This is an optimization exercise on Yosys and OpenROAD, whose aim is small area, a short achievable clock period and few clock cycles, not a production implementation. Function was checked by simulation only, so behaviour that the tests miss may differ from the original.

==> inputs of 05-22 <==
// ccpd_parser
module ccpd_parser (
    input  wire        clk,
    input  wire        rst,
    input  wire        in_valid,
    output wire        in_ready,
    input  wire [31:0] in_data,
    input  wire [2:0]  in_nbytes,
    input  wire        in_last,
    output wire        hdr_valid,
    input  wire        hdr_ready,
    output reg  [4:0]  hdr_type,
    output reg  [2:0]  hdr_bank,
    output reg  [15:0] hdr_len,
    output reg  [2:0]  hdr_variant,
    output reg         hdr_listed,
    output wire        pl_valid,
    input  wire        pl_ready,
    output reg  [31:0] pl_data,
    output wire [2:0]  pl_nbytes,
    output wire        pl_last,
    output wire        done_valid,
    output wire        done_ok,
    output wire [31:0] done_pos,
    output wire [31:0] done_count
);
clock: 5.0 ns
lec_check: 0
cap_margin: 20
core_margin: 2
core_utilization: 40
place_density: 0.6
setup_slack_margin: 1.5
slew_margin: 20
run.sh (not shown) runs the stock make flow with config.mk's settings and CLKGATE_MAP_FILE= SYNTH_SCRIPT=/design/flow/synth_recipe.tcl, a recipe that flattens the netlist after the stock synthesis.
==> inputs of 11-28, as changes to 05-22 <==
--- a/flow/design.v
+++ b/flow/design.v
@@ -77,10 +77,12 @@
     reg        ib_full;
     reg [31:0] ib_data;
     reg [2:0]  n;              
     reg        ib_last;
     reg [23:0] prev;
+    reg [3:0]  ibv;            
+    reg [3:0]  pvv;            
     reg [16:0] d;              
     reg        d_neg;          
     reg        d_zero;         
     reg        d_big;          
     reg [1:0]  pk;             
@@ -124,14 +126,11 @@
             variant_of[1] = (t == 5'd2) || (t == 5'd12) || (t == 5'd5);
             variant_of[2] = (t == 5'd4) || (t == 5'd6)  || (t == 5'd5);
         end
     endfunction
     always @(*) begin
-        {hdr_listed, hdr_variant} = ({4{hs4[0]}} & variant_of(b0[4:0]))
-                                  | ({4{hs4[3]}} & variant_of(p3[4:0]))
-                                  | ({4{hs4[2]}} & variant_of(p2[4:0]))
-                                  | ({4{hs4[1]}} & variant_of(p1[4:0]));
+        {hdr_listed, hdr_variant} = hs4[0] ? ibv : pvv;
     end
     function [7:0] after_hdr;       
         input [15:0] ln;
         input [1:0]  kk;
         input [2:0]  nn;
@@ -237,18 +236,19 @@
             endcase
             decide = {h, !neg && !zero && ((kp != 2'd0) || (nn != 3'd0)),
                       dir_tab({big, low, kp, nn})};
         end
     endfunction
-    wire [5:0] dec_ret = ib_last ? decide(1'b0, 1'b1, 1'b0, 3'd0, 2'd0, n_in)
-                                 : decide(r_neg, r_zero, r_big, r_low, pk_nx, n_in);
-    wire [5:0] dec_new = decide(d_neg, d_zero, d_big, d[2:0], pk, n_in);
+    wire        s_neg  = retire ? (!ib_last && r_neg) : d_neg;
+    wire        s_zero = retire ? (ib_last || r_zero) : d_zero;
+    wire        s_big  = retire ? (!ib_last && r_big) : d_big;
+    wire [2:0]  s_low  = retire ? (ib_last ? 3'd0 : r_low) : d[2:0];
+    wire [1:0]  s_pk   = retire ? (ib_last ? 2'd0 : pk_nx) : pk;
+    wire [5:0]  dec    = decide(s_neg, s_zero, s_big, s_low, s_pk, n_in);
     always @(posedge clk) begin
-        if (retire)
-            {hc, direct, dir_last, dir_n} <= dec_ret;
-        else if (!ib_full)
-            {hc, direct, dir_last, dir_n} <= dec_new;
+        if (retire || !ib_full)
+            {hc, direct, dir_last, dir_n} <= dec;
         if (rst || (retire && ib_last)) begin
             d      <= 17'd0;
             d_neg  <= 1'b0;
             d_zero <= 1'b1;
             d_big  <= 1'b0;
@@ -294,10 +294,13 @@
                 count <= 32'd0;
             end
             if (retire) begin
                 hs   <= 1'b0;
                 prev <= ib_data[31:8];
+                pvv  <= ({4{r_low[1:0] == 2'd1}} & variant_of(b1[4:0]))
+                      | ({4{r_low[1:0] == 2'd2}} & variant_of(b2[4:0]))
+                      | ({4{r_low[1:0] == 2'd3}} & variant_of(b3[4:0]));
                 if (c_def || h_def) begin
                     pend_n    <= c_def ? c_rem : h_cnt[1:0];
                     pend_last <= c_def ? c_end : h_end;
                 end
                 if (comp) begin
@@ -314,10 +317,11 @@
             end
             if (in_ready) begin
                 ib_full <= in_valid;
                 if (in_valid) begin
                     ib_data <= in_data;
+                    ibv     <= variant_of(in_data[4:0]);
                     ib_last <= in_last;
                 end
             end
         end
     end
- SETUP_SLACK_MARGIN: 1.5 -> 1.75
==> inputs of 04-13, as changes to 05-22 <==
--- a/flow/design.v
+++ b/flow/design.v
@@ -77,10 +77,14 @@
     reg        ib_full;
     reg [31:0] ib_data;
     reg [2:0]  n;              
     reg        ib_last;
     reg [23:0] prev;
+    reg [3:0]  ibz;            
+    reg [3:2]  pvz;            
+    reg [3:0]  ibv;            
+    reg [3:0]  pvv;            
     reg [16:0] d;              
     reg        d_neg;          
     reg        d_zero;         
     reg        d_big;          
     reg [1:0]  pk;             
@@ -124,31 +128,30 @@
             variant_of[1] = (t == 5'd2) || (t == 5'd12) || (t == 5'd5);
             variant_of[2] = (t == 5'd4) || (t == 5'd6)  || (t == 5'd5);
         end
     endfunction
     always @(*) begin
-        {hdr_listed, hdr_variant} = ({4{hs4[0]}} & variant_of(b0[4:0]))
-                                  | ({4{hs4[3]}} & variant_of(p3[4:0]))
-                                  | ({4{hs4[2]}} & variant_of(p2[4:0]))
-                                  | ({4{hs4[1]}} & variant_of(p1[4:0]));
+        {hdr_listed, hdr_variant} = hs4[0] ? ibv : pvv;
     end
     function [7:0] after_hdr;       
         input [15:0] ln;
+        input        zhi;           
+        input        zlo;           
         input [1:0]  kk;
         input [2:0]  nn;
         reg          lt8;
         begin
-            lt8 = (ln[15:3] == 13'd0);
+            lt8 = zhi && zlo && (ln[10:8] == 3'd0);
             after_hdr = {after_tab({kk, lt8, ln[2:0]}),
                          lt8 && fits_tab({kk, ln[2:0], nn}),
                          lt8 && exact_tab({kk, ln[2:0], nn})};
         end
     endfunction
-    wire [7:0] ah0 = after_hdr({b2, b1}, 2'd0, n);
-    wire [7:0] ah3 = after_hdr({b1, b0}, 2'd1, n);
-    wire [7:0] ah2 = after_hdr({b0, p3}, 2'd2, n);
-    wire [7:0] ah1 = after_hdr({p3, p2}, 2'd3, n);
+    wire [7:0] ah0 = after_hdr({b2, b1}, ibz[2], ibz[1], 2'd0, n);
+    wire [7:0] ah3 = after_hdr({b1, b0}, ibz[1], ibz[0], 2'd1, n);
+    wire [7:0] ah2 = after_hdr({b0, p3}, ibz[0], pvz[3], 2'd2, n);
+    wire [7:0] ah1 = after_hdr({p3, p2}, pvz[3], pvz[2], 2'd3, n);
     reg  [5:0] ah;
     reg        h_end;               
     reg        h_exact;             
     reg  [1:0] k;                   
     always @(*) begin
@@ -206,11 +209,20 @@
                     || (hc && h_exact)
                     || (d_zero && (n == 3'd0));
     wire [29:0] bc1      = bc + 30'd1;
     wire [31:0] count1   = count + 32'd1;
     wire [31:0] fpos_new = b4 ? {bc1, 2'b00} : {bc, b10};
-    wire [16:0] dn = hc ? ({1'b0, hdr_len} - {15'd0, k}) : (d - 17'd4);
+    wire        borrow = (hs4[3] && (hdr_len[1:0] == 2'd0))
+                      || (hs4[2] && !hdr_len[1])
+                      || (hs4[1] && (hdr_len[1:0] != 2'd3));
+    wire [1:0]  lo_k   = ({2{hs4[0]}} & hdr_len[1:0])
+                       | ({2{hs4[3]}} & {hdr_len[1] ^ !hdr_len[0], !hdr_len[0]})
+                       | ({2{hs4[2]}} & {!hdr_len[1], hdr_len[0]})
+                       | ({2{hs4[1]}} & {hdr_len[1] ^ hdr_len[0], !hdr_len[0]});
+    wire [14:0] hi_src = hc ? {1'b0, hdr_len[15:2]} : d[16:2];
+    wire [14:0] hi_dec = hi_src - 15'd1;
+    wire [16:0] dn     = {(!hc || borrow) ? hi_dec : hi_src, hc ? lo_k : d[1:0]};
     wire        cn_neg  = !d_big && !d[2];
     wire        cn_zero = !d_big && d[2];
     wire        cn_big  = !d_neg && ((d[15:4] != 12'd0) || (d[3] && (d[2:0] != 3'd0)));
     wire [2:0]  cn_low  = {!d[2], d[1:0]};
     wire [1:0]  pk_nx   = comp ? 2'd0 : hc ? k : pk;
@@ -237,18 +249,19 @@
             endcase
             decide = {h, !neg && !zero && ((kp != 2'd0) || (nn != 3'd0)),
                       dir_tab({big, low, kp, nn})};
         end
     endfunction
-    wire [5:0] dec_ret = ib_last ? decide(1'b0, 1'b1, 1'b0, 3'd0, 2'd0, n_in)
-                                 : decide(r_neg, r_zero, r_big, r_low, pk_nx, n_in);
-    wire [5:0] dec_new = decide(d_neg, d_zero, d_big, d[2:0], pk, n_in);
+    wire        s_neg  = retire ? (!ib_last && r_neg) : d_neg;
+    wire        s_zero = retire ? (ib_last || r_zero) : d_zero;
+    wire        s_big  = retire ? (!ib_last && r_big) : d_big;
+    wire [2:0]  s_low  = retire ? (ib_last ? 3'd0 : r_low) : d[2:0];
+    wire [1:0]  s_pk   = retire ? (ib_last ? 2'd0 : pk_nx) : pk;
+    wire [5:0]  dec    = decide(s_neg, s_zero, s_big, s_low, s_pk, n_in);
     always @(posedge clk) begin
-        if (retire)
-            {hc, direct, dir_last, dir_n} <= dec_ret;
-        else if (!ib_full)
-            {hc, direct, dir_last, dir_n} <= dec_new;
+        if (retire || !ib_full)
+            {hc, direct, dir_last, dir_n} <= dec;
         if (rst || (retire && ib_last)) begin
             d      <= 17'd0;
             d_neg  <= 1'b0;
             d_zero <= 1'b1;
             d_big  <= 1'b0;
@@ -276,36 +289,40 @@
             ps4 <= onehot(2'd0 - pk);
         if (!rst && load)
             n <= n_in;
     end
     always @(posedge clk) begin
+        if (rst || done_valid) begin
+            fpos  <= 32'd0;
+            count <= 32'd0;
+        end else if (retire && comp) begin
+            fpos  <= fpos_new;
+            count <= count1;
+        end
+    end
+    always @(posedge clk) begin
         if (rst) begin
             ib_full <= 1'b0;
             hs      <= 1'b0;
             fin     <= 1'b0;
             fin_ok  <= 1'b0;
             bc      <= 30'd0;
-            fpos    <= 32'd0;
-            count   <= 32'd0;
         end else begin
             if (act && !retire && hdr_valid && hdr_ready) hs <= 1'b1;
-            if (done_valid) begin
+            if (done_valid)
                 fin   <= 1'b0;
-                fpos  <= 32'd0;
-                count <= 32'd0;
-            end
             if (retire) begin
                 hs   <= 1'b0;
                 prev <= ib_data[31:8];
+                pvz  <= ibz[3:2];
+                pvv  <= ({4{r_low[1:0] == 2'd1}} & variant_of(b1[4:0]))
+                      | ({4{r_low[1:0] == 2'd2}} & variant_of(b2[4:0]))
+                      | ({4{r_low[1:0] == 2'd3}} & variant_of(b3[4:0]));
                 if (c_def || h_def) begin
                     pend_n    <= c_def ? c_rem : h_cnt[1:0];
                     pend_last <= c_def ? c_end : h_end;
                 end
-                if (comp) begin
-                    fpos  <= fpos_new;
-                    count <= count1;
-                end
                 if (ib_last) begin
                     fin    <= 1'b1;
                     fin_ok <= ok;
                     bc     <= 30'd0;
                 end else begin
@@ -314,10 +331,13 @@
             end
             if (in_ready) begin
                 ib_full <= in_valid;
                 if (in_valid) begin
                     ib_data <= in_data;
+                    ibz     <= {in_data[31:27] == 5'd0, in_data[23:19] == 5'd0,
+                                in_data[15:11] == 5'd0, in_data[7:3] == 5'd0};
+                    ibv     <= variant_of(in_data[4:0]);
                     ib_last <= in_last;
                 end
             end
         end
     end
==> flow/flow/run.sh (new file) <==
#!/bin/bash
# The standard layout (standard.sh: the ORFS flow with its synthesis),
# with one change: the buffers ORFS puts on the input and output ports are
# sky130_fd_sc_hd__buf_1 instead of the clkdlybuf4s50 delay cells it picks by
# default. Every port still gets its buffer.
set -euo pipefail
export BUFFER_PORTS_ARGS="-buffer_cell sky130_fd_sc_hd__buf_1"
bash standard.sh finish > standard.log 2>&1
==> flow/standard.sh (new file) <==
#!/bin/bash
# synth_recipe.tcl (not shown) runs the flow's synth.tcl, then flattens the netlist and writes it again
# the make line also repeats each setting of config.mk as NAME=value (left out here)
make -C /OpenROAD-flow-scripts/flow DESIGN_CONFIG=/design/flow/config.mk WORK_HOME=/design/flow/orfs CLKGATE_MAP_FILE= SYNTH_SCRIPT=/design/flow/synth_recipe.tcl "${@:-finish}"
- SETUP_SLACK_MARGIN: 1.5 -> 2.0
removed: flow/run.sh
==> flow_metrics.env <==
export IMPL_sh_seq_area_pct=30.6
export IMPL_syn_avg_cell_area_sq_um=8.17
export IMPL_fin_crit_ns=3.25
export IMPL_r2r_slack_ns=1.85
export IMPL_hpwl_um=27600
export IMPL_p_int_mw=3.26
export IMPL_status="timing/DRC/antenna clean"
[end of results for 11-28]
==> flow_metrics.env <==
export IMPL_r2r_slack_ns=1.58
export IMPL_status="timing/DRC/antenna clean"
export IMPL_sh_seq_area_pct=29.7
export IMPL_fin_crit_ns=3.43
export IMPL_hpwl_um=29800
[end of results for 05-22]
==> flow_metrics.env <==
export IMPL_r2r_slack_ns=1.95
export IMPL_syn_avg_cell_area_sq_um=8.38
export IMPL_status="timing/DRC/antenna clean"
export IMPL_fin_crit_ns=3.07
export IMPL_sh_seq_area_pct=34.5
export IMPL_p_int_mw=3.26
export IMPL_syn_inst=1469
[end of results for 04-13]
Testbench counts of 05-22, summed over its fixed seeds: cycles 21,282.
Testbench counts of 11-28, summed over its fixed seeds: cycles 21,282.
Testbench counts of 04-13, summed over its fixed seeds: cycles 21,282.

## separate check: timing with driven ports
How much do the figures lean on ideal ports? The routed layouts below were timed once more, with nothing changed but the port constraints. Step 1 assumes that a clkbuf_16 drives the clock port and a buf_2 every other input. Step 2 also shifts input and output timing later by t, the mid clock arrival at the registers, as if the neighbouring blocks saw the same clock. a / b / c = ideal / step 1 / step 2; a / b = the first two.
| run | shift t [ns] | setup WS [ns] | worst register clock-pin slew, ns |
|---|---|---|---|
| 05-22 | 0.504 | 1.570 / 1.519 / 1.109 | 0.09 / 0.09 |
| 11-28 | 0.593 | 1.755 / 1.704 / 1.359 | 0.06 / 0.06 |
| 04-13 | 0.593 | 1.927 / 1.875 / 1.508 | 0.07 / 0.07 |
After both steps setup and hold are still met in every run listed. For 05-22, which loses most, drivers alone change the setup slack by -0.051 ns; drivers and shift together by -0.461 ns.
